What follows belongs to an exercise in optimizing a design on an open flow for small area, a short achievable clock period and few clock cycles per item; a production flow would make more cautious choices. Only simulation tests tie the RTL to the original design; equivalence was not proved. Power is estimated from default activity; no workload was simulated.

maple:
## gf128_unit
module gf128_unit (
    input  wire         clk,
    input  wire         rst,
    input  wire         in_valid,
    output wire         in_ready,
    input  wire [1:0]   in_op,
    input  wire [127:0] in_data,
    output reg          out_valid,
    output reg          out_err,
    output wire [127:0] out_data
);
    localparam OP_INITH = 2'd0;
    localparam OP_MULH  = 2'd1;
    localparam OP_FOLD  = 2'd2;
    localparam OP_LOADZ = 2'd3;
    localparam D  = 32;
    localparam NS = 4;
    reg [127:0] h;         
    reg         hvalid;
    reg [127:0] acc;       
    reg         acc_zero;  
    reg         c_valid;
    reg [1:0]   c_op;
    reg [127:0] c_x;       
    reg [1:0] step;
    reg [127:0] zr;        
    assign out_data = acc;
    wire mul_cmd  = (c_op[0] ^ c_op[1]) & hvalid;    
    wire last     = (step == NS - 1);
    wire done_now = c_valid & (!mul_cmd | last);
    assign in_ready = !c_valid | done_now;
    wire accept   = in_valid & in_ready & !rst;
    wire [127:0] hp, dp;
    wire [D-1:0] dg;       
    genvar gi;
    generate
        for (gi = 0; gi < 128; gi = gi + 1) begin : g_rev
            assign hp[gi] = h[127 - gi];
            assign dp[gi] = in_data[127 - gi];
        end
        for (gi = 0; gi < D; gi = gi + 1) begin : g_dig
            assign dg[gi] = c_x[D - 1 - gi];
        end
    endgenerate
    wire [127:0] zs = (step == 0) ? 128'd0 : zr;
    wire [158:0] s;
    assign s[0] = (dg[0] & hp[0]);
    assign s[1] = ((dg[0] & hp[1]) ^ (dg[1] & hp[0]));
    assign s[2] = ((dg[2] & hp[0]) ^ ((dg[0] & hp[2]) ^ (dg[1] & hp[1])));
    assign s[3] = (((dg[0] & hp[3]) ^ (dg[1] & hp[2])) ^ ((dg[2] & hp[1]) ^ (dg[3] & hp[0])));
    assign s[4] = (((dg[2] & hp[2]) ^ (dg[3] & hp[1])) ^ ((dg[4] & hp[0]) ^ ((dg[0] & hp[4]) ^ (dg[1] & hp[3]))));
    assign s[5] = (((dg[4] & hp[1]) ^ (dg[5] & hp[0])) ^ (((dg[0] & hp[5]) ^ (dg[1] & hp[4])) ^ ((dg[2] & hp[3]) ^ (dg[3] & hp[2]))));
    assign s[6] = (((dg[6] & hp[0]) ^ ((dg[0] & hp[6]) ^ (dg[1] & hp[5]))) ^ (((dg[2] & hp[4]) ^ (dg[3] & hp[3])) ^ ((dg[4] & hp[2]) ^ (dg[5] & hp[1]))));
    assign s[7] = ((((dg[0] & hp[7]) ^ (dg[1] & hp[6])) ^ ((dg[2] & hp[5]) ^ (dg[3] & hp[4]))) ^ (((dg[4] & hp[3]) ^ (dg[5] & hp[2])) ^ ((dg[6] & hp[1]) ^ (dg[7] & hp[0]))));
  ...
For scale: ~11,000 cells after synthesis, roughly 520 flip-flops.
Settings: LEC_CHECK=0, CAP_MARGIN=20, CORE_MARGIN=2, CORE_UTILIZATION=40, PLACE_DENSITY=0.6, SETUP_SLACK_MARGIN=1.0, SLEW_MARGIN=20; clock period 5.0 ns.
run.sh (not shown) runs the stock make flow with config.mk's settings and CLKGATE_MAP_FILE= SYNTH_SCRIPT=/design/flow/synth_recipe.tcl, a recipe that flattens the netlist after the stock synthesis.
maple finished all stages; the layout is clean.
Testbench counts of maple, summed over its fixed seeds: cycles 2,760, items 672.
### maple -> umber
- SETUP_SLACK_MARGIN removed (was 1.0)
Comparing the two runs side by side, umber comes out behind maple on setup slack. maple ended up with c_x[22] as its launching element of the worst setup path; umber ended up with h[0]. Going from maple to umber, wire length the detailed router placed on met1 fell by 2.1%, global-route wire length before repair down 0.36%, synthesized area about even, sequential share of the synthesized area saw little to no change. Of the two values seen for worst setup path endpoint, c_x[91] was produced by umber and c_x[71] by maple. Delta (umber minus maple): clock buffer count in the final layout climbed 5; maximum clock frequency went down by about 11%; portion of total power attributed to the clock network went up 0.5 points.

========
gf128_unit again, from the RTL that the note above started with.
make LEC_CHECK=0 CAP_MARGIN=20 CORE_MARGIN=2 CORE_UTILIZATION=40 PLACE_DENSITY=0.6 SETUP_SLACK_MARGIN=1.25 SLEW_MARGIN=20 finish   # period 5.0 ns
The baseline finished with timing, DRC and antenna clean.
Testbench counts at the start, summed over its fixed seeds: cycles 2,760, items 672.
Then changed:
Settings changed: SETUP_SLACK_MARGIN 1.25 to 1.5.
After rerunning: Setup slack improved by 170 ps; count of clock-buffer cells in the layout is unchanged; critical path depth climbs by 1; final area climbs by 3.1%.

==> what the ideal ports hide <==
How much do the figures lean on ideal ports? The routed layouts below were timed once more, with nothing changed but the port constraints.
Step 1 assumes that a clkbuf_16 drives the clock port and a buf_2 every other input.
Step 2 adds t to the input delays and takes it off the output delays; t is the mean of the earliest and latest rising clock arrival at the registers after step 1. Input paths then give back, and output paths get back, about the clock's delay inside the block.
a / b / c = ideal ports / drivers / drivers and shift; a / b = the first two.
run | t (ns) | slack for setup (ns) | worst hold slack (ns) | slew at the worst register clock pin (ns) | cell pins on the clock port's net
maple | 0.821 | 0.856 / 0.856 / 0.856 | 0.451 / 0.451 / 0.451 | 0.08 / 0.08 | 1
umber | 0.818 | 0.329 / 0.329 / 0.329 | 0.452 / 0.452 / 0.452 | 0.09 / 0.09 | 1
the first run of note 2 | 0.829 | 1.101 / 1.101 / 1.051 | 0.450 / 0.450 / 0.450 | 0.08 / 0.08 | 1
the second run of note 2 | 0.835 | 1.268 / 1.268 / 0.938 | 0.449 / 0.449 / 0.449 | 0.08 / 0.08 | 1
After both steps setup and hold are still met in every run listed. The setup slack of the second run of note 2, which loses most, moves by 0.000 ns with the drivers and by -0.330 ns with both steps.
